Background: an optimization exercise with open tools, aiming at small area. Do not read the settings as production practice.
Where RTL was checked, it was by simulation tests only, not by an equivalence proof against the original.
Function not checked in runs 2 to 4: the RTL went through the layout flow alone.
Power is estimated from default activity; no workload was simulated.

==> flow/design.v <==
module scc (
    input  wire        clk,
    input  wire        rst,           
    input  wire        cmd_valid,
    input  wire [7:0]  cmd,
    output wire        ready,
    input  wire        ofs_we,
    input  wire [31:0] ofs_wdata,
    output reg  [31:0] ofs,
    output wire [31:0] msf,           
    output reg  [31:0] edc,
    output wire [31:0] status,
    output reg         mem_en,
    output reg         mem_we,
    output reg  [11:0] mem_addr,
    output reg  [7:0]  mem_wdata,
    input  wire [7:0]  mem_rdata
);
    reg        msf_v;                 
    reg [6:0]  msf_f, msf_s;          
    reg [7:0]  msf_m;                 
    reg        sync_ok, form2, blank, addr_ok;
    reg [1:0]  cause;
    wire       err = cause[0] | cause[1];
    reg [7:0]  fcmd;                  
    assign msf    = {6'd0, msf_v, 2'd0, msf_f, 1'b0, msf_s, msf_m};
    assign status = {8'd0, fcmd, 5'd0, cause, err, 4'd0, addr_ok, blank, form2, sync_ok};
    localparam [3:0] S_IDLE  = 4'd0,
                     S_DEC   = 4'd1,
                     S_MSF   = 4'd2,
                     S_WR    = 4'd3,
                     S_CHK   = 4'd4,
                     S_EDC   = 4'd5,
                     S_EDCW  = 4'd6,
                     S_ERD   = 4'd7,
                     S_ELAST = 4'd8,
                     S_EW0   = 4'd9,
                     S_EW1   = 4'd10;
    reg [3:0]  st;
    reg [11:0] a;           
    reg [2:0]  sub;         
    reg [2:0]  mh;          
    reg [7:0]  acc_a;       
    reg [7:0]  acc_b;       
    reg [6:0]  maj;         
    assign ready = (st == S_IDLE);
    wire clr = rst | (ready & cmd_valid & (cmd == 8'hFF));
    wire op_msfenc = ~fcmd[3] & ~fcmd[4] & ~fcmd[5];    
    wire op_clr    = fcmd[4] & ~fcmd[1] & ~fcmd[0];     
    wire op_synth  = fcmd[5];
    wire layer_q   = fcmd[2];                           
    wire [6:0] f_v = acc_a[6:0];
    wire [5:0] s_v = acc_b[5:0];
    wire [6:0] m_v = maj;
    wire [4:0]  msf_i   = {a[1:0], sub};                
    wire [4:0]  bit_sel = 5'd18 - msf_i;
    wire        ofs_bit = ofs[bit_sel];
    wire [7:0]  f2  = {f_v, ofs_bit};
    wire        cf  = (f2 >= 8'd75);
    wire [6:0]  fn  = cf ? f2 - 8'd75 : f2[6:0];
    wire [6:0]  s2  = {s_v, cf};
    wire        cs  = (s2 >= 7'd60);
    wire [5:0]  sn  = cs ? s2 - 7'd60 : s2[5:0];
    wire [6:0]  mn  = {m_v[5:0], cs};
    wire        cs2 = (s_v >= 6'd58);
    wire [5:0]  sc  = cs2 ? s_v - 6'd58 : s_v + 6'd2;
    wire [6:0]  mc  = m_v + {6'd0, cs2};
    wire        ofs_bad = (|ofs[31:19]) | (m_v >= 7'd100);
    function [7:0] bcd;
        input [6:0] n;
        reg [6:0] t;
        begin
            t   = n / 7'd10;
            bcd = {t[3:0], 4'd0} | {1'b0, n - t * 7'd10};
        end
    endfunction
    wire [6:0] hsel   = (a[1:0] == 2'd0) ? m_v : (a[1:0] == 2'd1) ? {1'b0, s_v} : f_v;
    wire [7:0] hdr_b  = (a[1:0] == 2'd3) ? 8'h02 : bcd(hsel);
    wire       a_lo16 = (a[11:4] == 8'd0);
    wire [7:0] sync_b = (a[3:0] == 4'd0 || a[3:0] == 4'd11) ? 8'h00 : 8'hFF;
    wire [7:0] pat    = ~a_lo16 ? 8'h00 : (a[3:2] == 2'b11) ? hdr_b : sync_b;
    wire [2:0]  bsel   = sub - 3'd1;
    wire        crc_in = (st == S_EDC) & mem_rdata[bsel];
    wire        fb     = edc[0] ^ crc_in;
    wire [31:0] edc_sh = {fb, edc[31:1]} ^ ((fb & (st == S_EDC)) ? 32'h58018001 : 32'd0);
    function [7:0] gf_mul2;
        input [7:0] x;
        gf_mul2 = {x[6:0], 1'b0} ^ (x[7] ? 8'h1D : 8'h00);
    endfunction
    function [7:0] div3;
        input [7:0] x;
        reg [7:0] q;
        reg p7;
        begin
            q[0] = x[0];
            q[1] = q[0] ^ x[1];
            q[2] = q[1] ^ x[2];
            q[3] = q[2] ^ x[3];
            q[4] = q[3] ^ x[4];
            q[5] = q[4] ^ x[5];
            q[6] = q[5] ^ x[6];
            q[7] = q[6] ^ x[7];
            p7 = q[7];
            div3 = {q[7], q[6], q[5], q[4], q[3] ^ p7, q[2], q[1] ^ p7, q[0] ^ p7};
        end
    endfunction
    wire [5:0]  minor   = {mh, sub};
    wire [5:0]  n_last  = layer_q ? 6'd42 : 6'd23;
    wire [6:0]  m_last  = layer_q ? 7'd51 : 7'd85;
    wire        q_wrap  = (a >= 12'd2160);
    wire        q_high  = (a >= 12'd1388);
    reg  [11:0] k_ecc;
    always @(*) begin
        if (st == S_ERD)
            k_ecc = layer_q ? (q_wrap ? 12'd1948 : 12'd88) : 12'd86;
        else if (!layer_q)
            k_ecc = 12'd2119;
        else if (!maj[0])
            k_ecc = q_high ? 12'd2637 : 12'd777;
        else
            k_ecc = q_high ? 12'd2721 : 12'd861;
    end
    wire [7:0]  p0 = div3(gf_mul2(acc_a) ^ acc_b);
    wire [7:0]  p1 = p0 ^ acc_b;
    wire [11:0] wbase = layer_q ? (st == S_EW1 ? 12'd2300 : 12'd2248)
                                : (st == S_EW1 ? 12'd2162 : 12'd2076);
    wire [11:0] waddr = wbase + {5'd0, maj};
    reg [11:0] a_end;
    always @(*) begin
        if (st == S_CHK) begin
            case (fcmd[1:0])
                2'd0:    a_end = 12'd11;
                2'd1:    a_end = 12'd23;
                2'd2:    a_end = 12'd2351;
                default: a_end = 12'd15;
            endcase
        end else begin
            if (op_msfenc || fcmd[1])      a_end = 12'd15;     
            else if (fcmd[0])              a_end = 12'd11;     
            else                           a_end = 12'd2351;   
        end
    end
    wire pass_end = (a == a_end) && (sub == 3'd7);
    wire [7:0] chk_exp = pat | {2'b00, (fcmd[1:0] == 2'd1) & a[1] & ~a[0], 5'd0};
    always @(*) begin
        mem_en    = 1'b0;
        mem_we    = 1'b0;
        mem_addr  = a;
        mem_wdata = 8'h00;
        case (st)
            S_WR: begin
                mem_en    = ~op_msfenc;
                mem_we    = 1'b1;
                mem_wdata = op_clr ? 8'h00 : pat;
            end
            S_CHK, S_EDC, S_ERD: mem_en = 1'b1;
            S_EDCW: begin
                mem_en    = (sub == 3'd1);
                mem_we    = 1'b1;
                mem_wdata = edc[7:0];
            end
            S_EW0, S_EW1: begin
                mem_en    = 1'b1;
                mem_we    = 1'b1;
                mem_addr  = waddr;
                mem_wdata = (st == S_EW1) ? p1 : p0;
            end
            default: ;
        endcase
    end
    wire        sub_wrap = &sub;
    wire [2:0]  sub_inc  = {sub[2] ^ (sub[1] & sub[0]), sub[1] ^ sub[0], ~sub[0]};
    wire        is_ecc   = (st == S_ERD) | (st == S_EW1);
    wire [11:0] k_add    = is_ecc ? k_ecc : 12'd0;
    wire        cin_a    = ~is_ecc & sub_wrap;
    reg  [11:0] a_sum;
    reg         cy;
    integer     ii;
    always @(*) begin
        cy = cin_a;
        for (ii = 0; ii < 12; ii = ii + 1) begin
            a_sum[ii] = a[ii] ^ k_add[ii] ^ cy;
            cy        = (a[ii] & k_add[ii]) | (cy & (a[ii] ^ k_add[ii]));
        end
    end
    wire [14:0] c_inc = {a_sum, sub_inc};
    always @(posedge clk) begin
        if (clr) begin
            ofs     <= 32'd0;
            msf_v   <= 1'b0;
            msf_f   <= 7'd0;
            msf_s   <= 7'd0;
            msf_m   <= 8'd0;
            edc     <= 32'd0;
            sync_ok <= 1'b0;
            form2   <= 1'b0;
            blank   <= 1'b0;
            addr_ok <= 1'b0;
            cause   <= 2'd0;
            fcmd    <= 8'd0;
        end
        if (rst) begin
            st <= S_IDLE;
        end else begin
            case (st)
            S_IDLE: begin
                if (ofs_we)
                    ofs <= ofs_wdata;
                if (cmd_valid && cmd != 8'hFF && !err) begin
                    fcmd <= cmd;
                    st   <= S_DEC;
                end
            end
            S_DEC: begin
                {a, sub} <= 15'd0;
                acc_a    <= 8'd0;
                acc_b    <= 8'd0;
                maj      <= 7'd0;
                mh       <= 3'd0;
                case (fcmd)
                    8'h01, 8'h0B, 8'h12, 8'h20: st <= S_MSF;
                    8'h02: begin
                        a  <= 12'd16;
                        st <= S_EDC;
                    end
                    8'h03, 8'h04: begin
                        a  <= 12'd12;
                        st <= S_ERD;
                    end
                    8'h08: begin sync_ok <= 1'b1; st <= S_CHK; end
                    8'h09: begin form2 <= 1'b1; a <= 12'd16; st <= S_CHK; end
                    8'h0A: begin blank <= 1'b1; a <= 12'd16; st <= S_CHK; end
                    8'h10, 8'h11: st <= S_WR;
                    default: begin
                        cause <= 2'd2;
                        st    <= S_IDLE;
                    end
                endcase
            end
            S_MSF: begin
                {a, sub} <= c_inc;
                if (msf_i < 5'd19) begin
                    acc_a[6:0] <= fn;
                    acc_b[5:0] <= sn;
                    maj        <= mn;
                end else if (msf_i == 5'd19) begin
                    acc_b[5:0] <= sc;
                    maj        <= mc;
                end else begin
                    {a, sub} <= {12'd12, 3'd0};
                    if (ofs_bad) begin
                        cause <= 2'd1;
                        st    <= S_IDLE;
                    end else if (fcmd[3]) begin       
                        addr_ok <= 1'b1;
                        st      <= S_CHK;
                    end else begin
                        st <= S_WR;
                        if (op_synth) begin
                            edc      <= 32'd0;
                            {a, sub} <= 15'd0;
                        end
                    end
                end
            end
            S_WR: begin
                {a, sub} <= c_inc;
                if (op_msfenc) begin
                    case (a[1:0])
                        2'd0: msf_m <= hdr_b;
                        2'd1: msf_s <= hdr_b[6:0];
                        2'd2: msf_f <= hdr_b[6:0];
                        default: msf_v <= 1'b1;
                    endcase
                end
                if (pass_end) begin
                    if (op_synth) begin
                        {a, sub} <= {12'd12, 3'd0};
                        acc_a    <= 8'd0;
                        acc_b    <= 8'd0;
                        maj      <= 7'd0;
                        mh       <= 3'd0;
                        st       <= S_ERD;
                    end else begin
                        fcmd <= 8'd0;
                        st   <= S_IDLE;
                    end
                end
            end
            S_CHK: begin
                {a, sub} <= c_inc;
                if (sub != 3'd0 && mem_rdata != chk_exp) begin
                    case (fcmd[1:0])
                        2'd0: sync_ok <= 1'b0;
                        2'd1: form2   <= 1'b0;
                        2'd2: blank   <= 1'b0;
                        default: addr_ok <= 1'b0;
                    endcase
                end
                if (pass_end) begin
                    fcmd <= 8'd0;
                    st   <= S_IDLE;
                end
            end
            S_EDC: begin
                {a, sub} <= c_inc;
                if (a == 12'd16 && sub == 3'd0)
                    edc <= 32'd0;
                else
                    edc <= edc_sh;
                if (a == 12'd2072)
                    st <= S_EDCW;
            end
            S_EDCW: begin
                {a, sub} <= c_inc;
                edc <= edc_sh;
                if (a == 12'd2076) begin
                    fcmd <= 8'd0;
                    st   <= S_IDLE;
                end
            end
            S_ERD: begin
                sub <= sub_inc;
                mh  <= mh + {2'd0, sub_wrap};
                if (minor != 6'd0) begin
                    acc_a <= gf_mul2(acc_a ^ mem_rdata);
                    acc_b <= acc_b ^ mem_rdata;
                end
                if (minor == n_last)
                    st <= S_ELAST;
                else
                    a <= a_sum;
            end
            S_ELAST: begin
                acc_a <= gf_mul2(acc_a ^ mem_rdata);
                acc_b <= acc_b ^ mem_rdata;
                st    <= S_EW0;
            end
            S_EW0: st <= S_EW1;
            S_EW1: begin
                acc_a     <= 8'd0;
                acc_b     <= 8'd0;
                {mh, sub} <= 6'd0;
                maj       <= maj + 7'd1;
                a         <= a_sum;
                st        <= S_ERD;
                if (maj == m_last) begin
                    maj <= 7'd0;
                    a   <= 12'd12;
                    if (op_synth && !layer_q) begin
                        fcmd[2] <= 1'b1;
                    end else begin
                        fcmd <= 8'd0;
                        st   <= S_IDLE;
                    end
                end
            end
            default: st <= S_IDLE;
            endcase
        end
    end
endmodule
==> flow/flow/run.sh <==
#!/bin/bash
# Own layout flow: the standard ORFS flow with
#  - an area-oriented ABC mapping script (registers are mapped exactly as in
#    the standard synthesis; only the combinational mapping differs),
#  - no full-adder extraction before ABC,
#  - minimum-size port buffers and small clock-tree buffers.
# Each tool's full output is kept in a log file in this folder.
set -uo pipefail
W=$(pwd)
rm -rf "$W/scripts_local"
cp -r "$FLOW_HOME/scripts" "$W/scripts_local"
cp "$W/flow/abc_area.script" "$W/scripts_local/abc_area.script"
bash "$W/standard.sh" \
    "SCRIPTS_DIR=$W/scripts_local" \
    ABC_AREA=1 \
    ADDER_MAP_FILE= \
    "BUFFER_PORTS_ARGS=-buffer_cell sky130_fd_sc_hd__buf_1" \
    "CTS_ARGS=-sink_clustering_enable -repair_clock_nets -dont_use_dummy_load -buf_list sky130_fd_sc_hd__clkbuf_8 -root_buf sky130_fd_sc_hd__clkbuf_8" \
    finish > "$W/orfs_make.log" 2>&1
rc=$?
tail -40 "$W/orfs_make.log"
exit $rc
==> flow/flow/abc_area.script <==
strash
&get -n
&st
&synch2
&dch -f
&nf -a -R 1000
&put
mfs2 -a
strash
&get -n
&st
&syn2
&dch -f
&nf -a -R 1000
&put
topo
==> flow/standard.sh <==
#!/bin/bash
# synth_recipe.tcl (not shown) runs the flow's synth.tcl, then flattens the netlist and writes it again
# the make line also repeats each setting of config.mk as NAME=value (left out here)
make -C /OpenROAD-flow-scripts/flow DESIGN_CONFIG=/design/flow/config.mk WORK_HOME=/design/flow/orfs CLKGATE_MAP_FILE= SYNTH_SCRIPT=/design/flow/synth_recipe.tcl "${@:-finish}"
==> flow/config.mk <==
export PLATFORM = sky130hd
export DESIGN_NAME = scc
export DESIGN_NICKNAME = scc
export VERILOG_FILES = /design/flow/design.v
export SDC_FILE = /design/flow/constraint.sdc
export NUM_CORES = 4
export LEC_CHECK = 0
export CAP_MARGIN = 20
export CORE_MARGIN = 2
export CORE_UTILIZATION = 40
export PLACE_DENSITY = 0.6
export SLEW_MARGIN = 20
==> flow/constraint.sdc <==
create_clock -name core_clock -period 27.0 [get_ports {clk}]
set_input_delay 5.4000 -clock core_clock [delete_from_list [all_inputs] [get_ports {clk}]]
set_output_delay 5.4000 -clock core_clock [all_outputs]
set_load 0.01 [all_outputs]
==> results of run 1 <==
-- power by group --
| group | internal [mW] | switching [mW] | leakage, nW |
|---|---|---|---|
| Combinational | 0.156 | 0.257 | 2.08 |
| Sequential | 0.264 | 0.0597 | 1.24 |
| Clock | 0.0556 | 0.0760 | 0.122 |
-- registers in the layout (all words and copies together) (netlist names), 2 cells and up --
name	cells
msf_s	7
st	4
edc	32
msf_f	7
cause	2
acc_b	8
sub	3
maj	7
a	12
mh	3
fcmd	8
acc_a	8
msf_m	8
ofs	32
-- kinds of logic after synthesis --
kind of cell             Yosys count
AO/OA/AOI/OAI                    386
AND/OR/NAND/NOR                  412
XOR/XNOR                          82
multiplexers                       2
adder cells (fa/ha/maj)            6
flip-flops                       146
buffers and inverters             47
other                              1
-- layout by cell type (no fill, tap or decap), types with 10 or more instances in the layout --
cell / synthesis / final
sky130_fd_sc_hd__o22ai_1: 36 / 36
sky130_fd_sc_hd__nand4_1: 10 / 10
sky130_fd_sc_hd__a22o_1: 63 / 63
sky130_fd_sc_hd__dfxtp_1: 105 / 105
sky130_fd_sc_hd__clkinv_1: 13 / 13
sky130_fd_sc_hd__nand2b_1: 14 / 14
sky130_fd_sc_hd__and3_1: 10 / 10
sky130_fd_sc_hd__nand3_1: 52 / 52
sky130_fd_sc_hd__xnor2_1: 63 / 63
sky130_fd_sc_hd__conb_1: 1 / 26
sky130_fd_sc_hd__nor3_1: 28 / 27
sky130_fd_sc_hd__nor2b_1: 12 / 12
sky130_fd_sc_hd__buf_4: 34 / 14
sky130_fd_sc_hd__buf_1: 0 / 176
sky130_fd_sc_hd__a211oi_1: 11 / 11
sky130_fd_sc_hd__xor2_1: 19 / 19
sky130_fd_sc_hd__a31oi_1: 19 / 18
sky130_fd_sc_hd__a21oi_1: 78 / 77
sky130_fd_sc_hd__edfxtp_1: 41 / 41
sky130_fd_sc_hd__clkbuf_8: 0 / 17
sky130_fd_sc_hd__nand2_1: 108 / 108
sky130_fd_sc_hd__nor2_1: 129 / 127
sky130_fd_sc_hd__o21ai_0: 99 / 99
-- cell type report --
type                       instances  area, sq um  share of cell area [%]
clock buffer                      17          234                    2.31
inverter                          13         48.8                   0.482
multi-input combinational        914         5400                    53.3
sequential                       146         3330                    32.9
tap                              280          350                    3.46
timing repair buffer             190          766                    7.56
-- per-layer routing --
metal | wire, um | vias up
li1 | - | 4448
met1 | 13200 | 4286
met2 | 13300 | 405
met3 | 2190 | 60
met4 | 955 | 0
met5 | 0 | -
-- metrics by stage --
step	hold slack [ns]	instances	setup slack, ns	power [mW]
global route	0.499	1560	16.47	0.925
global placement	0.454	1543	17.54	0.731
floorplan	0.451	1107	18.11	0.614
detailed placement	0.461	1543	17.45	0.733
CTS	0.474	1560	16.95	0.866
finish	0.469	1560	16.85	0.868
-- worst max-delay path, cell delays in order, from the launching register on --
cell,delay [ns]
sky130_fd_sc_hd__edfxtp_1,0.77
sky130_fd_sc_hd__clkinv_1,0.46
sky130_fd_sc_hd__nand2_1,0.35
sky130_fd_sc_hd__o221a_1,0.34
sky130_fd_sc_hd__nor2_1,0.13
sky130_fd_sc_hd__o21ai_0,0.19
sky130_fd_sc_hd__o21ai_0,0.10
sky130_fd_sc_hd__nand3_1,0.12
sky130_fd_sc_hd__a31oi_1,0.08
sky130_fd_sc_hd__a211oi_1,0.71
sky130_fd_sc_hd__xnor2_1,0.19
sky130_fd_sc_hd__o2111ai_1,0.22
sky130_fd_sc_hd__nor2b_1,0.24
sky130_fd_sc_hd__o21ai_0,0.23
sky130_fd_sc_hd__buf_1,0.18
-- worst max path at each step --
stage               slack [ns]      endpoint  cells past startpoint
floorplan                18.11        ofs[0]                      6
finish                   16.85  mem_wdata[3]                     14
global placement         17.54  mem_wdata[3]                     14
global route             16.47  mem_wdata[3]                     14
detailed placement       17.45  mem_wdata[3]                     14
CTS                      16.95  mem_wdata[3]                     14
==> run notes, run 1 <==
# TYPE chip_impl_metric gauge
chip_impl_metric{name="worstPathRequired",unit="ns"} 21.60
chip_impl_info{name="dominant_combinational_cell_family_by_area_after_synthesis",value="compound AO/OA/AOI/OAI gates"} 1
chip_impl_info{name="worst_min_delay_path_category",value="register to register"} 1
chip_impl_info{name="cts_root_buffer",value="sky130_fd_sc_hd__clkbuf_8"} 1
chip_impl_metric{name="timing.max_cap.violations",unit=""} 0
chip_impl_metric{name="clk_sinks",unit=""} 146
chip_impl_metric{name="cts_post_setup_buffers_inserted",unit=""} 0
chip_impl_info{name="worstHoldEndpoint",value="msf_m[5]"} 1
chip_impl_metric{name="synth.top_cell.area_share",unit="%"} 23.6
chip_impl_metric{name="yosysUniqueCellTypes",unit=""} 56
chip_impl_metric{name="relSlewSlack",unit="%"} 28.3
chip_impl_metric{name="cts.clk_slew.worst_paths",unit="ns"} 0.06
chip_impl_info{name="hold_path.startpoint",value="msf_m[5]"} 1
chip_impl_metric{name="power_density",unit="nW/um^2"} 85.7
chip_impl_metric{name="core",unit="sq um"} 21800
chip_impl_metric{name="htreeDepth",unit=""} 4
chip_impl_metric{name="grt_max_degree",unit=""} 33
chip_impl_info{name="critical_path.endpoint_type",value="output pin"} 1
chip_impl_info{name="yosys.area.top_type",value="sky130_fd_sc_hd__dfxtp_1"} 1
chip_impl_metric{name="fin_tns_setup",unit="ns"} 0
chip_impl_metric{name="floorplan.initialDensity",unit="%"} 40.8
chip_impl_metric{name="final_layout_size_suffix_gt1_share",unit="%"} 2.97
chip_impl_info{name="crit_path_start",value="a[1]"} 1
chip_impl_metric{name="ant_nets",unit=""} 0
chip_impl_metric{name="reg2reg_setup_slack",unit="ns"} 21.38
chip_impl_info{name="grt_busiest_layer",value="met2"} 1
chip_impl_metric{name="met1_capacity_usage_during_global_routing",unit="%"} 32.7
chip_impl_metric{name="mappedNetlistArea",unit="sq um"} 8900
chip_impl_metric{name="vias",unit=""} 9199
chip_impl_metric{name="antennaDiodeCount",unit=""} 0
chip_impl_metric{name="ir_drop",unit="V"} 0.0000384
chip_impl_info{name="synth.area.top_cells",value="sky130_fd_sc_hd__dfxtp_1 24%, sky130_fd_sc_hd__edfxtp_1 14%, sky130_fd_sc_hd__a22o_1 6.2%"} 1
chip_impl_metric{name="detailedPlacementHpwl",unit="mm"} 21.9
chip_impl_metric{name="synth-adder-area-share",unit="%"} 0.675
chip_impl_metric{name="worstPathArrival",unit="ns"} 4.75
chip_impl_metric{name="path_max_fanout",unit=""} 19
chip_impl_metric{name="fin_worst_skew",unit="ns"} 0.0354
chip_impl_metric{name="report.final.setup_viol",unit=""} 0
chip_impl_metric{name="layout_worst_path_cycle_share",unit="%"} 37.6
chip_impl_metric{name="clk-insertion-delay-late",unit="ns"} 0.46
chip_impl_metric{name="std_cell_rows",unit=""} 54
chip_impl_metric{name="max_clock_freq",unit="MHz"} 98.6
chip_impl_info{name="synth.most_common_cell",value="sky130_fd_sc_hd__nor2_1"} 1
chip_impl_metric{name="p_leak",unit="nW"} 3.44
chip_impl_metric{name="post_synth_and_or_nand_nor_area_fraction",unit="%"} 21.4
chip_impl_metric{name="worst_slew_pin_slew",unit="ns"} 1.07
chip_impl_metric{name="final_hold_viol_count",unit=""} 0
chip_impl_metric{name="worst_hold_path_cells",unit=""} 2
chip_impl_metric{name="drt-initial-drc-count",unit=""} 905
chip_impl_metric{name="place.port_buffers",unit=""} 176
chip_impl_metric{name="final_max_slew_viol_count",unit=""} 0
chip_impl_metric{name="muxShareOfSynthArea",unit="%"} 0.365
chip_impl_info{name="tritoncts",value="yes"} 1
chip_impl_metric{name="fp.dieH",unit="um"} 153
chip_impl_metric{name="synth-edff-count",unit=""} 41
chip_impl_metric{name="die_width",unit="um"} 153
chip_impl_metric{name="fin_area",unit="sq um"} 10100
chip_impl_metric{name="grtUsageTotal",unit="%"} 24.6
chip_impl_metric{name="global_route_wire_length_before_repair",unit="mm"} 46.3
chip_impl_metric{name="ys_warn_count",unit=""} 1
chip_impl_metric{name="top_level_ports",unit=""} 203
chip_impl_metric{name="syn-mean-instance-area",unit="sq um"} 8.23
chip_impl_metric{name="initial_antenna_violation_count",unit=""} 0
chip_impl_metric{name="cts_resized",unit=""} 0
chip_impl_info{name="crit_type",value="register to output pin"} 1
chip_impl_info{name="ys_top_cells_by_count",value="129 x sky130_fd_sc_hd__nor2_1, 108 x sky130_fd_sc_hd__nand2_1, 105 x sky130_fd_sc_hd__dfxtp_1, 99 x sky130_fd_sc_hd__o21ai_0, 78 x sky130_fd_sc_hd__a21oi_1"} 1
chip_impl_info{name="regToRegStartpoint",value="st[2]"} 1
chip_impl_metric{name="route.detailed.drc",unit=""} 0
chip_impl_info{name="setup.worst_path.start_class",value="register"} 1
chip_impl_metric{name="worst_r2r_path_depth",unit=""} 19
chip_impl_metric{name="met2_layer_usage_reported_by_global_route",unit="%"} 39.5
chip_impl_metric{name="clock_path_buffers",unit=""} 2
chip_impl_metric{name="drt-pass1-iter-count",unit=""} 8
chip_impl_metric{name="synth.ff_latch_count",unit=""} 146
chip_impl_metric{name="post_synth_xor_area_fraction",unit="%"} 8.07
chip_impl_info{name="grt_setup_unrepaired",value="false"} 1
chip_impl_metric{name="filler_cell_count",unit=""} 2241
chip_impl_metric{name="viasPerCell",unit=""} 5.90
chip_impl_info{name="rr_endpoint",value="a[11]"} 1
chip_impl_metric{name="number_of_standard_cells_after_synthesis",unit=""} 1082
chip_impl_metric{name="syn2layout_area_growth",unit="%"} 13.8
chip_impl_metric{name="grt_pass1_vias",unit=""} 8395
chip_impl_metric{name="finalWirelength",unit="mm"} 29.7
chip_impl_metric{name="cts_inserted_buffers",unit=""} 17
chip_impl_metric{name="finalWeightedCongestion",unit=""} 0.948
chip_impl_metric{name="fin_crit",unit="ns"} 10.15
chip_impl_metric{name="ys_async_sr_fraction",unit="%"} 0
chip_impl_metric{name="number_of_buffers_inserted_by_hold_repair_at_cts",unit=""} 0
chip_impl_info{name="status",value="no timing/DRC/antenna violations"} 1
chip_impl_metric{name="final_core_util",unit="%"} 46.4
chip_impl_metric{name="finish.net_count",unit=""} 1334
chip_impl_metric{name="post_dp_cell_area",unit="sq um"} 9890
chip_impl_metric{name="yosysSeqAreaShare",unit="%"} 37.4
chip_impl_metric{name="wire_per_inst",unit="um"} 19.0
chip_impl_metric{name="synth_compound_gate_area_share",unit="%"} 28.6
chip_impl_metric{name="grt_overflow",unit=""} 0
chip_impl_metric{name="groute.layer.met3.usage",unit="%"} 4.82
chip_impl_metric{name="dieArea",unit="sq um"} 23500
chip_impl_info{name="synth-main-ff-cell",value="sky130_fd_sc_hd__dfxtp_1"} 1
==> run 2: changes to the inputs <==
--- a/flow/design.v
+++ b/flow/design.v
@@ -20,8 +20,8 @@
     reg [6:0]  msf_f, msf_s;          
     reg [7:0]  msf_m;                 
     reg        sync_ok, form2, blank, addr_ok;
+    reg        err;
     reg [1:0]  cause;
-    wire       err = cause[0] | cause[1];
     reg [7:0]  fcmd;                  
     assign msf    = {6'd0, msf_v, 2'd0, msf_f, 1'b0, msf_s, msf_m};
     assign status = {8'd0, fcmd, 5'd0, cause, err, 4'd0, addr_ok, blank, form2, sync_ok};
@@ -196,6 +196,7 @@
             form2   <= 1'b0;
             blank   <= 1'b0;
             addr_ok <= 1'b0;
+            err     <= 1'b0;
             cause   <= 2'd0;
             fcmd    <= 8'd0;
         end
@@ -232,6 +233,7 @@
                     8'h0A: begin blank <= 1'b1; a <= 12'd16; st <= S_CHK; end
                     8'h10, 8'h11: st <= S_WR;
                     default: begin
+                        err   <= 1'b1;
                         cause <= 2'd2;
                         st    <= S_IDLE;
                     end
@@ -249,6 +251,7 @@
                 end else begin
                     {a, sub} <= {12'd12, 3'd0};
                     if (ofs_bad) begin
+                        err   <= 1'b1;
                         cause <= 2'd1;
                         st    <= S_IDLE;
                     end else if (fcmd[3]) begin       
@@ -347,8 +350,8 @@
                 if (maj == m_last) begin
                     maj <= 7'd0;
                     a   <= 12'd12;
-                    if (op_synth && !layer_q) begin
-                        fcmd[2] <= 1'b1;
+                    if (op_synth) begin
+                        fcmd <= 8'h04;
                     end else begin
                         fcmd <= 8'd0;
                         st   <= S_IDLE;
==> run 2 against run 1 <==
- still clean
- clock power is essentially flat
- first-iteration DRC count grew 12%
- largest power group unchanged
- setup slack lost 0.055 ns
==> run notes, run 2 <==
# TYPE chip_impl_metric gauge
chip_impl_metric{name="detailedPlacementHpwl",unit="mm"} 21.6
chip_impl_info{name="worst_min_delay_path_category",value="register to register"} 1
chip_impl_metric{name="route.detailed.drc",unit=""} 0
chip_impl_metric{name="synth_compound_gate_area_share",unit="%"} 28.4
chip_impl_info{name="tritoncts",value="yes"} 1
chip_impl_metric{name="critical_path.n_buffers_inverters",unit=""} 2
chip_impl_metric{name="power.share.switching",unit="%"} 46.7
chip_impl_metric{name="yosysUniqueCellTypes",unit=""} 53
chip_impl_metric{name="floorplan.initialDensity",unit="%"} 40.6
chip_impl_metric{name="finish.net_count",unit=""} 1328
chip_impl_metric{name="core",unit="sq um"} 21800
chip_impl_metric{name="dieArea",unit="sq um"} 23300
chip_impl_metric{name="fin_worst_skew",unit="ns"} 0.0414
chip_impl_metric{name="syn-mean-instance-area",unit="sq um"} 8.20
chip_impl_metric{name="synth.top_cell.area_share",unit="%"} 24.0
chip_impl_info{name="cp_slowest_cell",value="sky130_fd_sc_hd__edfxtp_1"} 1
chip_impl_metric{name="global_route_wire_length_before_repair",unit="mm"} 46.0
chip_impl_metric{name="logic_pwr_share",unit="%"} 48.5
chip_impl_metric{name="power_density",unit="nW/um^2"} 91.5
chip_impl_metric{name="muxShareOfSynthArea",unit="%"} 0
chip_impl_metric{name="finalWirelength",unit="mm"} 29.6
chip_impl_metric{name="mappedNetlistArea",unit="sq um"} 8840
chip_impl_metric{name="fin_crit",unit="ns"} 10.20
chip_impl_metric{name="max_clock_freq",unit="MHz"} 98.0
chip_impl_metric{name="vias",unit=""} 9162
chip_impl_metric{name="fin_tns_setup",unit="ns"} 0
chip_impl_metric{name="report.final.setup_viol",unit=""} 0
chip_impl_metric{name="synth.ff_latch_count",unit=""} 147
chip_impl_info{name="crit_type",value="register to output pin"} 1
chip_impl_metric{name="grt_max_degree",unit=""} 33
chip_impl_metric{name="synth-adder-area-share",unit="%"} 0.453
chip_impl_metric{name="cts_inserted_buffers",unit=""} 17
chip_impl_info{name="crit_family",value="compound AO/OA/AOI/OAI gates"} 1
chip_impl_metric{name="pwr-share-clk",unit="%"} 14.4
chip_impl_info{name="crit_path_cell_trace",value="nand2_1 > o221ai_1 > and2_0 > o21ai_0 > nand2_1 > a31oi_1 > a211oi_1 > clkinv_1 > a21oi_1 > a21oi_1 > nor2_1 > o21bai_1 > o21ai_0 > buf_1"} 1
chip_impl_metric{name="clk_sinks",unit=""} 147
chip_impl_info{name="top_signal_layer_used",value="met4"} 1
chip_impl_metric{name="viasPerCell",unit=""} 5.90
chip_impl_metric{name="number_of_standard_cells_after_synthesis",unit=""} 1078
chip_impl_metric{name="synth-edff-count",unit=""} 41
chip_impl_info{name="yosys.area.top_type",value="sky130_fd_sc_hd__dfxtp_1"} 1
chip_impl_info{name="synth.most_common_cell",value="sky130_fd_sc_hd__nor2_1"} 1
chip_impl_metric{name="cts_post_setup_buffers_inserted",unit=""} 0
chip_impl_metric{name="place.port_buffers",unit=""} 176
chip_impl_info{name="biggestRegsByFlops",value="edc (32), ofs (32), a (12)"} 1
chip_impl_metric{name="top_level_ports",unit=""} 203
chip_impl_metric{name="htreeDepth",unit=""} 4
chip_impl_metric{name="dr_wl_met3",unit="mm"} 2.49
chip_impl_metric{name="drt-pass1-iter-count",unit=""} 5
chip_impl_metric{name="cts_resized",unit=""} 0
chip_impl_metric{name="fin_area",unit="sq um"} 10000
chip_impl_info{name="regToRegStartpoint",value="st[1]"} 1
chip_impl_metric{name="worst_hold_path_cells",unit=""} 2
chip_impl_metric{name="final_hold_viol_count",unit=""} 0
chip_impl_metric{name="fp.dieH",unit="um"} 153
chip_impl_metric{name="worst_slew_pin_slew",unit="ns"} 1.10
chip_impl_metric{name="yosysSeqAreaShare",unit="%"} 37.9
chip_impl_metric{name="cts.clk_slew.worst_paths",unit="ns"} 0.08
chip_impl_metric{name="drt-initial-drc-count",unit=""} 1016
chip_impl_metric{name="clock_path_buffers",unit=""} 2
chip_impl_info{name="synth-main-ff-cell",value="sky130_fd_sc_hd__dfxtp_1"} 1
chip_impl_metric{name="ir_drop",unit="V"} 0.0000391
chip_impl_metric{name="ant_nets",unit=""} 0
chip_impl_metric{name="clk-insertion-delay-late",unit="ns"} 0.46
chip_impl_metric{name="met1_length",unit="mm"} 13.3
chip_impl_metric{name="grt_pass1_vias",unit=""} 8242
chip_impl_metric{name="worstPathRequired",unit="ns"} 21.60
chip_impl_metric{name="ys_async_sr_fraction",unit="%"} 0
chip_impl_metric{name="syn2layout_area_growth",unit="%"} 13.6
chip_impl_metric{name="wire_per_inst",unit="um"} 19.0
chip_impl_metric{name="p_leak",unit="nW"} 3.44
chip_impl_metric{name="antennaDiodeCount",unit=""} 0
chip_impl_info{name="status",value="no timing/DRC/antenna violations"} 1
chip_impl_metric{name="grtUsageTotal",unit="%"} 24.5
chip_impl_metric{name="timing.max_cap.violations",unit=""} 0
chip_impl_metric{name="final_core_util",unit="%"} 46.2
chip_impl_metric{name="path_max_fanout",unit=""} 22
chip_impl_metric{name="final_layout_size_suffix_gt1_share",unit="%"} 2.90
chip_impl_metric{name="worst_r2r_path_depth",unit=""} 21
chip_impl_metric{name="met2_length",unit="mm"} 12.8
chip_impl_info{name="hold_path.startpoint",value="msf_s[6]"} 1
chip_impl_metric{name="cp_slowest_stage_delay",unit="ns"} 0.88
chip_impl_metric{name="p_seq_share",unit="%"} 37.0
chip_impl_info{name="critical_path.endpoint_type",value="output pin"} 1
chip_impl_metric{name="number_of_buffers_inserted_by_hold_repair_at_cts",unit=""} 0
chip_impl_info{name="ys_top_cells_by_count",value="121 x sky130_fd_sc_hd__nor2_1, 115 x sky130_fd_sc_hd__o21ai_0, 110 x sky130_fd_sc_hd__nand2_1, 106 x sky130_fd_sc_hd__dfxtp_1, 78 x sky130_fd_sc_hd__a21oi_1"} 1
chip_impl_metric{name="p_int",unit="mW"} 0.490
chip_impl_metric{name="p_sw",unit="mW"} 0.429
chip_impl_info{name="crit_path_start",value="a[0]"} 1
chip_impl_metric{name="die_width",unit="um"} 153
chip_impl_info{name="layout.cells.most_common_list",value="176 x sky130_fd_sc_hd__buf_1, 118 x sky130_fd_sc_hd__nor2_1, 115 x sky130_fd_sc_hd__o21ai_0"} 1
chip_impl_metric{name="worstPathArrival",unit="ns"} 4.80
chip_impl_info{name="dominant_combinational_cell_family_by_area_after_synthesis",value="compound AO/OA/AOI/OAI gates"} 1
chip_impl_metric{name="ys_warn_count",unit=""} 1
chip_impl_info{name="cts_root_buffer",value="sky130_fd_sc_hd__clkbuf_8"} 1
chip_impl_metric{name="post_synth_and_or_nand_nor_area_fraction",unit="%"} 21.1
chip_impl_info{name="most_frequent_standard_cell_in_the_layout_excluding_fill_and_tap_cells",value="sky130_fd_sc_hd__buf_1"} 1
chip_impl_info{name="rr_endpoint",value="a[11]"} 1
chip_impl_metric{name="finalWeightedCongestion",unit=""} 0.949
chip_impl_metric{name="post_dp_cell_area",unit="sq um"} 9800
chip_impl_info{name="setup.worst_path.start_class",value="register"} 1
chip_impl_info{name="synth.area.top_cells",value="sky130_fd_sc_hd__dfxtp_1 24%, sky130_fd_sc_hd__edfxtp_1 14%, sky130_fd_sc_hd__a22o_1 6.5%"} 1
chip_impl_metric{name="reg2reg_setup_slack",unit="ns"} 20.73
chip_impl_info{name="worstHoldEndpoint",value="msf_s[6]"} 1
chip_impl_metric{name="std_cell_rows",unit=""} 54
chip_impl_metric{name="grt_overflow",unit=""} 0
chip_impl_metric{name="final_max_slew_viol_count",unit=""} 0
chip_impl_metric{name="layout_worst_path_cycle_share",unit="%"} 37.8
chip_impl_metric{name="initial_antenna_violation_count",unit=""} 0
chip_impl_metric{name="relSlewSlack",unit="%"} 25.7
chip_impl_metric{name="post_synth_xor_area_fraction",unit="%"} 8.81
chip_impl_info{name="grt_setup_unrepaired",value="false"} 1
run 2: cell types whose count changed after synthesis, sizes merged, moves of 5 or more:
cell    change
o21ai      +16
xor2       +10
o22ai       -9
nand2b      +8
nor2        -8
a21o        -7
a32o        -6
nor3b       -5
o211ai      -5
o221ai      +5
run 2: kinds of logic after synthesis:
logic type / Yosys count
adders and majority gates: 4
DFF: 147
other: 1
AOI/OAI and AO/OA: 389
buffers and inverters: 44
xor gates and xnor gates: 89
and+or+nand+nor: 404
run 2: power by group through the flow:
stage / clock (mW) / sequential (mW) / combinational (mW)
finish: 0.133 / 0.340 / 0.446
floorplan: 0 / 0.324 / 0.318
global placement: 0 / 0.342 / 0.436
CTS: 0.136 / 0.338 / 0.440
global route: 0.145 / 0.347 / 0.491
detailed placement: 0 / 0.343 / 0.438
run 2: worst max-delay path by stage:
| stage | end | depth (start not counted) |
|---|---|---|
| floorplan | mem_wdata[2] | 13 |
| global placement | mem_wdata[2] | 14 |
| detailed placement | mem_wdata[2] | 14 |
| CTS | mem_wdata[2] | 14 |
| global route | mem_wdata[2] | 14 |
| finish | mem_wdata[2] | 14 |
run 2: metal layers:
layer,GRT usage [%],up-vias
met5,0,-
met4,9.61,0
met3,5.03,57
met2,36.8,428
met1,34.7,4272
li1,-,4405
run 2: per-stage QoR:
step	total power, mW	std cells	hold slack [ns]	setup slack, ns
finish	0.919	1554	0.475	16.80
global route	0.983	1554	0.496	16.47
CTS	0.915	1553	0.478	16.98
detailed placement	0.781	1536	0.459	17.48
global placement	0.779	1536	0.452	17.60
floorplan	0.642	1103	0.451	18.36
run 2: final cells by class:
| cell class | instances | area, sq um |
|---|---|---|
| multi-input combinational | 912 | 5330 |
| inverter | 10 | 37.5 |
| sequential | 147 | 3350 |
| fill | 2260 | 11700 |
| clock buffer | 17 | 234 |
| timing repair buffer | 188 | 748 |
| tap | 280 | 350 |
run 2: tightest hold or removal path, delay by kind of cell, from the launching register on:
kind | cells | cell delay (ns)
AOI/OAI and AO/OA | 1 | 0.06
and+or+nand+nor | 1 | 0.06
DFF | 1 | 0.33
==> run 3: changes to the inputs <==
--- a/flow/design.v
+++ b/flow/design.v
@@ -168,22 +168,7 @@
             default: ;
         endcase
     end
-    wire        sub_wrap = &sub;
-    wire [2:0]  sub_inc  = {sub[2] ^ (sub[1] & sub[0]), sub[1] ^ sub[0], ~sub[0]};
-    wire        is_ecc   = (st == S_ERD) | (st == S_EW1);
-    wire [11:0] k_add    = is_ecc ? k_ecc : 12'd0;
-    wire        cin_a    = ~is_ecc & sub_wrap;
-    reg  [11:0] a_sum;
-    reg         cy;
-    integer     ii;
-    always @(*) begin
-        cy = cin_a;
-        for (ii = 0; ii < 12; ii = ii + 1) begin
-            a_sum[ii] = a[ii] ^ k_add[ii] ^ cy;
-            cy        = (a[ii] & k_add[ii]) | (cy & (a[ii] ^ k_add[ii]));
-        end
-    end
-    wire [14:0] c_inc = {a_sum, sub_inc};
+    wire [14:0] c_inc = {a, sub} + 15'd1;
     always @(posedge clk) begin
         if (clr) begin
             ofs     <= 32'd0;
@@ -323,8 +308,7 @@
                 end
             end
             S_ERD: begin
-                sub <= sub_inc;
-                mh  <= mh + {2'd0, sub_wrap};
+                {mh, sub} <= minor + 6'd1;
                 if (minor != 6'd0) begin
                     acc_a <= gf_mul2(acc_a ^ mem_rdata);
                     acc_b <= acc_b ^ mem_rdata;
@@ -332,7 +316,7 @@
                 if (minor == n_last)
                     st <= S_ELAST;
                 else
-                    a <= a_sum;
+                    a <= a + k_ecc;
             end
             S_ELAST: begin
                 acc_a <= gf_mul2(acc_a ^ mem_rdata);
@@ -345,7 +329,7 @@
                 acc_b     <= 8'd0;
                 {mh, sub} <= 6'd0;
                 maj       <= maj + 7'd1;
-                a         <= a_sum;
+                a         <= a + k_ecc;
                 st        <= S_ERD;
                 if (maj == m_last) begin
                     maj <= 7'd0;
==> flow/run.sh (new file) <==
#!/bin/bash
# synth_recipe.tcl (not shown) runs the flow's synth.tcl, then flattens the netlist and writes it again
# the make line also repeats each setting of config.mk as NAME=value (left out here)
make -C /OpenROAD-flow-scripts/flow DESIGN_CONFIG=/design/flow/config.mk WORK_HOME=/design/flow/orfs CLKGATE_MAP_FILE= SYNTH_SCRIPT=/design/flow/synth_recipe.tcl finish
removed: flow/flow/run.sh
removed: flow/flow/abc_area.script
removed: flow/standard.sh
==> run 3 against run 2 <==
- still clean on timing, DRC and antenna
- via count increased by 14%
- fmax fell by 16%
- combinational power grew 46%
- clock power grew 94%
- total power grew 36%
- wire length grew 26%
- global-route usage is 1.5 points higher
- critical path type unchanged
- largest power group unchanged
==> run notes, run 3 <==
# TYPE chip_impl_metric gauge
chip_impl_info{name="status",value="no timing/DRC/antenna violations"} 1
chip_impl_metric{name="minimum_setup_slack_after_placement",unit="ns"} 15.41
chip_impl_metric{name="ant_nets",unit=""} 0
chip_impl_metric{name="die_width",unit="um"} 168
chip_impl_metric{name="htreeDepth",unit=""} 4
chip_impl_metric{name="number_of_standard_cells_after_synthesis",unit=""} 1301
chip_impl_info{name="grt_setup_unrepaired",value="false"} 1
chip_impl_info{name="cts_root_buffer",value="sky130_fd_sc_hd__clkbuf_16"} 1
chip_impl_metric{name="cts_resized",unit=""} 0
chip_impl_metric{name="report.final.setup_viol",unit=""} 0
chip_impl_metric{name="core",unit="sq um"} 26700
chip_impl_info{name="ys_top_cells_by_count",value="154 x sky130_fd_sc_hd__nor2_1, 106 x sky130_fd_sc_hd__dfxtp_1, 98 x sky130_fd_sc_hd__nand2_1, 82 x sky130_fd_sc_hd__a21oi_1, 66 x sky130_fd_sc_hd__clkbuf_1"} 1
chip_impl_metric{name="wire_per_inst",unit="um"} 21.1
chip_impl_metric{name="synth.top_cell.area_share",unit="%"} 19.7
chip_impl_info{name="rr_endpoint",value="sync_ok"} 1
chip_impl_metric{name="timing.final.ws_setup",unit="ns"} 14.91
chip_impl_metric{name="syn-mean-instance-area",unit="sq um"} 8.27
chip_impl_metric{name="floorplan.initialDensity",unit="%"} 40.3
chip_impl_metric{name="power.total",unit="mW"} 1.25
chip_impl_metric{name="post-place-cells",unit=""} 1735
chip_impl_metric{name="path_max_fanout",unit=""} 24
chip_impl_metric{name="worstPathArrival",unit="ns"} 6.69
chip_impl_metric{name="clk-insertion-delay-late",unit="ns"} 0.44
chip_impl_info{name="regToRegStartpoint",value="a[0]"} 1
chip_impl_metric{name="yosysUniqueCellTypes",unit=""} 84
chip_impl_info{name="crit_family",value="compound AO/OA/AOI/OAI gates"} 1
chip_impl_metric{name="finalWirelength",unit="mm"} 37.4
chip_impl_metric{name="initial_antenna_violation_count",unit=""} 0
chip_impl_metric{name="post_dp_cell_area",unit="sq um"} 12600
chip_impl_metric{name="filler_cell_count",unit=""} 2574
chip_impl_metric{name="dieArea",unit="sq um"} 28200
chip_impl_metric{name="worstPathRequired",unit="ns"} 21.60
chip_impl_metric{name="worst_slew_pin_slew",unit="ns"} 1.03
chip_impl_metric{name="route.detailed.drc",unit=""} 0
chip_impl_metric{name="synth-edff-count",unit=""} 41
chip_impl_metric{name="global_route_wire_length_before_repair",unit="mm"} 57.5
chip_impl_info{name="worst_min_delay_path_category",value="register to register"} 1
chip_impl_info{name="cp_slowest_cell",value="sky130_fd_sc_hd__edfxtp_1"} 1
chip_impl_metric{name="grt_pass1_vias",unit=""} 9753
chip_impl_metric{name="layoutNonFillerInstCount",unit=""} 1769
chip_impl_metric{name="vias",unit=""} 10485
chip_impl_info{name="synth.most_common_cell",value="sky130_fd_sc_hd__nor2_1"} 1
chip_impl_metric{name="clock_path_buffers",unit=""} 2
chip_impl_metric{name="cts_post_setup_buffers_inserted",unit=""} 0
chip_impl_metric{name="cts_inserted_buffers",unit=""} 17
chip_impl_metric{name="critical_path.n_buffers_inverters",unit=""} 4
chip_impl_metric{name="crit_cells",unit=""} 24
chip_impl_metric{name="detailedPlacementHpwl",unit="mm"} 27.4
chip_impl_metric{name="top_level_ports",unit=""} 203
chip_impl_metric{name="final_max_slew_viol_count",unit=""} 0
chip_impl_metric{name="drt-pass1-iter-count",unit=""} 9
chip_impl_metric{name="reg2reg_setup_slack",unit="ns"} 20.27
chip_impl_metric{name="p_leak",unit="nW"} 4.89
chip_impl_metric{name="mappedNetlistArea",unit="sq um"} 10800
chip_impl_metric{name="final_layout_size_suffix_gt1_share",unit="%"} 6.45
chip_impl_metric{name="fin_worst_skew",unit="ns"} 0.0123
chip_impl_info{name="hold_path.startpoint",value="ofs[2]"} 1
chip_impl_info{name="most_common_cell_on_crit_path",value="sky130_fd_sc_hd__ha_1"} 1
chip_impl_metric{name="layout_worst_path_cycle_share",unit="%"} 44.8
chip_impl_metric{name="std_cell_rows",unit=""} 60
chip_impl_metric{name="worst_hold_path_cells",unit=""} 2
chip_impl_info{name="crit_type",value="register to output pin"} 1
chip_impl_metric{name="number_of_buffers_inserted_by_hold_repair_at_cts",unit=""} 0
chip_impl_info{name="setup.worst_path.start_class",value="register"} 1
chip_impl_metric{name="place.port_buffers",unit=""} 176
chip_impl_info{name="biggestRegsByFlops",value="edc (32), ofs (32), a (12)"} 1
chip_impl_info{name="synth.area.top_cells",value="sky130_fd_sc_hd__dfxtp_1 20%, sky130_fd_sc_hd__edfxtp_1 11%, sky130_fd_sc_hd__ha_1 5.7%"} 1
chip_impl_metric{name="ys_async_sr_fraction",unit="%"} 0
chip_impl_metric{name="cp_slowest_stage_delay",unit="ns"} 0.62
chip_impl_metric{name="grt_overflow",unit=""} 0
chip_impl_metric{name="fp.dieH",unit="um"} 168
chip_impl_metric{name="finalWeightedCongestion",unit=""} 0.928
chip_impl_metric{name="grt_max_degree",unit=""} 81
chip_impl_metric{name="finish.net_count",unit=""} 1519
chip_impl_metric{name="fin_area",unit="sq um"} 13200
chip_impl_metric{name="yosysSeqAreaShare",unit="%"} 31.2
chip_impl_metric{name="fin_tns_setup",unit="ns"} 0
chip_impl_metric{name="max_clock_freq",unit="MHz"} 82.7
chip_impl_metric{name="synth.ff_latch_count",unit=""} 147
chip_impl_metric{name="syn2layout_area_growth",unit="%"} 22.7
chip_impl_metric{name="power_density",unit="nW/um^2"} 94.7
chip_impl_metric{name="drt-initial-drc-count",unit=""} 1133
chip_impl_metric{name="final_hold_viol_count",unit=""} 0
chip_impl_metric{name="timing.max_cap.violations",unit=""} 0
chip_impl_metric{name="clk_sinks",unit=""} 147
chip_impl_metric{name="ys_warn_count",unit=""} 1
chip_impl_info{name="crit_path_cell_trace",value="buf_4 > or3b_2 > a22oi_1 > nor3_1 > a21oi_1 > nor2_1 > inv_1 > ha_1 > o211a_1 > nor3_1 > a21oi_1 > o32ai_1 > a221o_1 > ha_1 > ha_1 > fa_1 > inv_1 > ha_1 > o21a_1 > o21ai_0 > or3b_2 > a21oi_1 > o21ai_0 > clkdlybuf4s50_1"} 1
chip_impl_info{name="yosys.area.top_type",value="sky130_fd_sc_hd__dfxtp_1"} 1
chip_impl_metric{name="cts.clk_slew.worst_paths",unit="ns"} 0.08
chip_impl_info{name="critical_path.endpoint_type",value="output pin"} 1
chip_impl_metric{name="relSlewSlack",unit="%"} 31.1
chip_impl_info{name="most_frequent_standard_cell_in_the_layout_excluding_fill_and_tap_cells",value="sky130_fd_sc_hd__clkdlybuf4s50_1"} 1
chip_impl_metric{name="final.hold.worst_slack",unit="ns"} 0.486
chip_impl_metric{name="worst_r2r_path_depth",unit=""} 24
chip_impl_metric{name="final_core_util",unit="%"} 49.5
chip_impl_metric{name="grtUsageTotal",unit="%"} 26.1
chip_impl_metric{name="fin_crit",unit="ns"} 12.09
chip_impl_info{name="tritoncts",value="yes"} 1
chip_impl_info{name="synth-main-ff-cell",value="sky130_fd_sc_hd__dfxtp_1"} 1
chip_impl_info{name="worstHoldEndpoint",value="ofs[2]"} 1
chip_impl_metric{name="ir_drop",unit="V"} 0.0000475
chip_impl_info{name="layout.cells.most_common_list",value="175 x sky130_fd_sc_hd__clkdlybuf4s50_1, 153 x sky130_fd_sc_hd__nor2_1, 106 x sky130_fd_sc_hd__dfxtp_1"} 1
chip_impl_metric{name="viasPerCell",unit=""} 5.93
[run 3: worst max path at each step]
stage,end,slack [ns],startpoint
after global placement,mem_wdata[5],15.44,a[0]
final,mem_wdata[6],14.91,a[0]
after global routing,mem_wdata[6],14.50,a[0]
after detailed placement,mem_wdata[6],15.41,a[0]
after floorplan,mem_wdata[6],16.38,a[1]
after CTS,mem_wdata[6],14.91,a[0]
[run 3: cells by family (layout without fill, tap and decap cells)]
family / Yosys count / count (layout) / share of synthesized area, %
flip-flops: 147 / 147 / 31.2
other: 1 / 27 / 0.0349
AO/OA/AOI/OAI: 383 / 383 / 24.3
AND/OR/NAND/NOR: 427 / 427 / 18.8
adder cells (fa/ha/maj): 54 / 54 / 6.54
buffers and inverters: 163 / 264 / 7.10
XOR/XNOR: 98 / 98 / 7.98
multiplexers: 28 / 28 / 4.06
[run 3: power by group]
part	leakage [nW]	internal, mW	total (mW)	switching, mW
sequential	1.25	0.268	0.339	0.0711
combinational	3.34	0.267	0.652	0.386
clock	0.307	0.136	0.258	0.122
[run 3: final cells by class]
cell class	count	area [sq um]	share of cell area, %
multi-input combinational	1016	6750	51.2
sequential	147	3350	25.4
timing repair buffer	191	1870	14.2
tap	341	427	3.23
clock buffer	17	425	3.22
clock inverter	15	208	1.57
inverter	41	154	1.17
antenna	1	2.50	0.0190
[run 3: per-layer routing]
| layer | vias up | GRT usage, % | wire length [um] |
|---|---|---|---|
| met1 | 5042 | 37.3 | 17100 |
| met2 | 463 | 41.1 | 17100 |
| li1 | 4932 | - | - |
| met5 | - | 0 | 0 |
| met4 | 0 | 6.73 | 695 |
| met3 | 48 | 4.02 | 2470 |
[run 3: worst min-delay path, stage by stage (launching register included)]
cell,delay (ns)
sky130_fd_sc_hd__dfxtp_1,0.32
sky130_fd_sc_hd__nand3_1,0.06
sky130_fd_sc_hd__a21oi_1,0.05
==> run 4: changes to the inputs <==
--- a/flow/config.mk
+++ b/flow/config.mk
@@ -5,6 +5,7 @@
 export SDC_FILE = /design/flow/constraint.sdc
 export NUM_CORES = 4
 export LEC_CHECK = 0
+export ABC_AREA = 1
 export CAP_MARGIN = 20
 export CORE_MARGIN = 2
 export CORE_UTILIZATION = 40
==> run 4 against run 3 <==
- flip-flop and latch count stayed put
- final area is 0.94% higher
- synthesized cell count rose by 23%
- worst hold slack worse by 0.019 ns
- total power up 11%
- critical path depth rose by 6
- critical path type unchanged
- highest routed layer unchanged
==> run notes, run 4 <==
# TYPE chip_impl_metric gauge
chip_impl_metric{name="viasPerCell",unit=""} 5.39
chip_impl_metric{name="antennaDiodeCount",unit=""} 0
chip_impl_metric{name="final_hold_viol_count",unit=""} 0
chip_impl_info{name="most_common_cell_on_crit_path",value="sky130_fd_sc_hd__nand2_1"} 1
chip_impl_metric{name="multi_input_area",unit="sq um"} 6300
chip_impl_metric{name="synth.top_cell.area_share",unit="%"} 19.6
chip_impl_metric{name="dieArea",unit="sq um"} 28400
chip_impl_metric{name="finish.net_count",unit=""} 1844
chip_impl_metric{name="final_layout_size_suffix_gt1_share",unit="%"} 3.82
chip_impl_metric{name="top_level_ports",unit=""} 203
chip_impl_metric{name="fin_tns_setup",unit="ns"} 0
chip_impl_info{name="synth.most_common_cell",value="sky130_fd_sc_hd__nand2_1"} 1
chip_impl_metric{name="pwr-share-clk",unit="%"} 17.2
chip_impl_metric{name="met1_capacity_usage_during_global_routing",unit="%"} 38.8
chip_impl_metric{name="fin_crit",unit="ns"} 11.55
chip_impl_info{name="tritoncts",value="yes"} 1
chip_impl_metric{name="die_width",unit="um"} 169
chip_impl_info{name="worst_min_delay_path_category",value="register to register"} 1
chip_impl_info{name="cp_slowest_cell",value="sky130_fd_sc_hd__edfxtp_1"} 1
chip_impl_metric{name="global_route_wire_length_before_repair",unit="mm"} 59.4
chip_impl_info{name="ys_top_cells_by_count",value="335 x sky130_fd_sc_hd__nand2_1, 206 x sky130_fd_sc_hd__inv_1, 153 x sky130_fd_sc_hd__nor2_1, 131 x sky130_fd_sc_hd__o21ai_0, 112 x sky130_fd_sc_hd__nand3_1"} 1
chip_impl_metric{name="ir_drop",unit="V"} 0.0000583
chip_impl_metric{name="finalWirelength",unit="mm"} 37.8
chip_impl_metric{name="cts_resized",unit=""} 0
chip_impl_info{name="grt_setup_unrepaired",value="false"} 1
chip_impl_info{name="cts_root_buffer",value="sky130_fd_sc_hd__clkbuf_16"} 1
chip_impl_metric{name="final_max_slew_viol_count",unit=""} 0
chip_impl_metric{name="groute.layer.met3.usage",unit="%"} 4.12
chip_impl_metric{name="filler_cell_count",unit=""} 2665
chip_impl_metric{name="report.final.setup_viol",unit=""} 0
chip_impl_metric{name="route.detailed.drc",unit=""} 0
chip_impl_metric{name="worst_slew_pin_slew",unit="ns"} 1.00
chip_impl_info{name="setup.worst_path.start_class",value="register"} 1
chip_impl_metric{name="grt_pass1_vias",unit=""} 10527
chip_impl_metric{name="syn-mean-instance-area",unit="sq um"} 6.78
chip_impl_metric{name="power.share.switching",unit="%"} 50.2
chip_impl_metric{name="ant_nets",unit=""} 0
chip_impl_metric{name="power_density",unit="nW/um^2"} 104
chip_impl_info{name="layout.cells.most_common_list",value="335 x sky130_fd_sc_hd__nand2_1, 206 x sky130_fd_sc_hd__inv_1, 175 x sky130_fd_sc_hd__clkdlybuf4s50_1"} 1
chip_impl_metric{name="logic_pwr_share",unit="%"} 58.8
chip_impl_info{name="crit_type",value="register to output pin"} 1
chip_impl_metric{name="p_sw",unit="mW"} 0.696
chip_impl_metric{name="grtUsageTotal",unit="%"} 26.5
chip_impl_metric{name="floorplan.initialDensity",unit="%"} 40.4
chip_impl_metric{name="worstPathArrival",unit="ns"} 6.15
chip_impl_metric{name="drt-initial-drc-count",unit=""} 995
chip_impl_metric{name="yosysSeqAreaShare",unit="%"} 31.0
chip_impl_info{name="status",value="no timing/DRC/antenna violations"} 1
chip_impl_metric{name="vias",unit=""} 11283
chip_impl_metric{name="ys_warn_count",unit=""} 1
chip_impl_metric{name="p_seq_share",unit="%"} 24.0
chip_impl_metric{name="htreeDepth",unit=""} 4
chip_impl_metric{name="std_cell_rows",unit=""} 60
chip_impl_metric{name="fin_worst_skew",unit="ns"} 0.0114
chip_impl_metric{name="area.sequential",unit="sq um"} 3350
chip_impl_info{name="yosys.area.top_type",value="sky130_fd_sc_hd__dfxtp_1"} 1
chip_impl_metric{name="grt_overflow",unit=""} 0
chip_impl_metric{name="mappedNetlistArea",unit="sq um"} 10800
chip_impl_metric{name="path_max_fanout",unit=""} 12
chip_impl_metric{name="met2_layer_usage_reported_by_global_route",unit="%"} 40.2
chip_impl_metric{name="clk_sinks",unit=""} 147
chip_impl_metric{name="place.port_buffers",unit=""} 176
chip_impl_metric{name="clk-insertion-delay-late",unit="ns"} 0.43
chip_impl_metric{name="finalWeightedCongestion",unit=""} 0.925
chip_impl_metric{name="cp_slowest_stage_delay",unit="ns"} 0.66
chip_impl_info{name="critical_path.endpoint_type",value="output pin"} 1
chip_impl_metric{name="ys_async_sr_fraction",unit="%"} 0
chip_impl_metric{name="synth.ff_latch_count",unit=""} 147
chip_impl_metric{name="number_of_buffers_inserted_by_hold_repair_at_cts",unit=""} 0
chip_impl_metric{name="detailedPlacementHpwl",unit="mm"} 28.6
chip_impl_metric{name="initial_antenna_violation_count",unit=""} 0
chip_impl_metric{name="synth-edff-count",unit=""} 41
chip_impl_metric{name="yosysUniqueCellTypes",unit=""} 56
chip_impl_metric{name="worstPathRequired",unit="ns"} 21.60
chip_impl_metric{name="cts.clk_slew.worst_paths",unit="ns"} 0.07
chip_impl_metric{name="number_of_standard_cells_after_synthesis",unit=""} 1598
chip_impl_metric{name="layout_worst_path_cycle_share",unit="%"} 42.8
chip_impl_info{name="most_frequent_standard_cell_in_the_layout_excluding_fill_and_tap_cells",value="sky130_fd_sc_hd__nand2_1"} 1
chip_impl_info{name="synth.area.top_cells",value="sky130_fd_sc_hd__dfxtp_1 20%, sky130_fd_sc_hd__nand2_1 12%, sky130_fd_sc_hd__edfxtp_1 11%"} 1
chip_impl_metric{name="core",unit="sq um"} 26800
chip_impl_info{name="biggestRegsByFlops",value="edc (32), ofs (32), a (12)"} 1
chip_impl_metric{name="clock_path_buffers",unit=""} 2
chip_impl_metric{name="p_leak",unit="nW"} 5.59
chip_impl_metric{name="grt_max_degree",unit=""} 65
chip_impl_metric{name="relSlewSlack",unit="%"} 32.6
chip_impl_metric{name="wire_per_inst",unit="um"} 18.1
chip_impl_metric{name="timing.max_cap.violations",unit=""} 0
chip_impl_metric{name="drt-pass1-iter-count",unit=""} 6
chip_impl_metric{name="p_int",unit="mW"} 0.691
chip_impl_metric{name="syn2layout_area_growth",unit="%"} 23.0
chip_impl_metric{name="power.total",unit="mW"} 1.39
chip_impl_metric{name="cts_post_setup_buffers_inserted",unit=""} 0
chip_impl_info{name="synth-main-ff-cell",value="sky130_fd_sc_hd__dfxtp_1"} 1
chip_impl_metric{name="max_clock_freq",unit="MHz"} 86.6
chip_impl_metric{name="fp.dieH",unit="um"} 169
chip_impl_info{name="grt_busiest_layer",value="met2"} 1
chip_impl_metric{name="cts_inserted_buffers",unit=""} 17
## run 4: layout make-up
type,instances,area share [%]
clock inverter,14,1.04
sequential,147,25.2
tap,341,3.20
inverter,214,6.03
timing repair buffer,191,14.0
clock buffer,18,3.22
multi-input combinational,1168,47.3
## run 4: path summary, 6_finish.rpt
| path | startpoint | endpoint | slack, ns | cells after the start |
|---|---|---|---|---|
| hold reg to reg | msf_s[0] | msf_s[0] | 0.47 | 2 |
| hold / removal | msf_s[0] | msf_s[0] | 0.47 | 2 |
| setup / recovery | a[0] | mem_wdata[6] | 15.45 | 30 |
| setup reg to reg | sub[0] | acc_b[2] | 20.54 | 23 |
## run 4: cell families (layout without fill, tap and decap cells)
kind of cell               after synthesis  after routing  share of synthesized area [%]
AOI/OAI and AO/OA                      350            350                           18.8
xor gates and xnor gates                73             73                           6.18
adders and majority gates               53             53                           6.40
buffers and inverters                  308            437                           11.9
DFF                                    147            147                           31.0
other                                    1             26                         0.0346
and+or+nand+nor                        666            666                           25.7
## run 4: routing by layer
metal  share of wire, %  routed length (um)
met4                2.3                 887
met1                 48               18100
met5                  0                   0
met3                6.8                2580
met2                 43               16200
## run 4: worst max-delay path: cells and delay by family, from the launching register on
kind                       cells  cell delay, ns
AOI/OAI and AO/OA              1            0.23
adders and majority gates      5            1.46
buffers and inverters          5            0.97
DFF                            1            0.66
and+or+nand+nor               19            2.43
## run 4: power by group through the flow
stage,clock network [mW],registers (mW),logic (mW)
floorplan,0,0.316,0.574
global placement,0,0.336,0.799
detailed placement,0,0.337,0.801
CTS,0.242,0.332,0.807
global route,0.250,0.339,0.911
finish,0.238,0.334,0.815
## run 4: per-stage QoR
step	area [sq um]	utilization [%]	worst slack [ns]	hold slack, ns	instances
final	13300	49.7	15.45	0.467	2093
after global routing	13300	49.7	14.93	0.483	2093
after CTS	13300	49.7	15.51	0.470	2093
after detailed placement	12700	47.6	16.00	0.452	2061
after global placement	12700	47.5	16.11	0.453	2060
after floorplan	10900	-	17.41	0.443	1623

==> static timing again, ports no longer ideal <==
Ports are ideal in the flow. The routed layouts listed here were re-timed in OpenROAD. Step 1 (the two cells are an assumption about what drives the block):
set clk [get_ports {clk}]
set_driving_cell -lib_cell sky130_fd_sc_hd__clkbuf_16 $clk
set_driving_cell -lib_cell sky130_fd_sc_hd__buf_2 [delete_from_list [all_inputs] $clk]
Step 2 adds t to the input delays and takes it off the output delays; t is the mean of the earliest and latest rising clock arrival at the registers after step 1. Input paths then give back, and output paths get back, about the clock's delay inside the block. Slacks: ideal / step 1 / step 2; pairs: ideal / step 1.
| run | shift t [ns] | setup slack, ns | pins driven straight from the clock port |
|---|---|---|---|
| run 1 | 0.489 | 16.855 / 16.811 / 17.300 | 1 |
| run 2 | 0.484 | 16.800 / 16.757 / 17.241 | 1 |
| run 3 | 0.479 | 14.909 / 14.861 / 15.340 | 1 |
| run 4 | 0.476 | 15.446 / 15.397 / 15.873 | 1 |
After both steps every run listed still meets setup and hold.
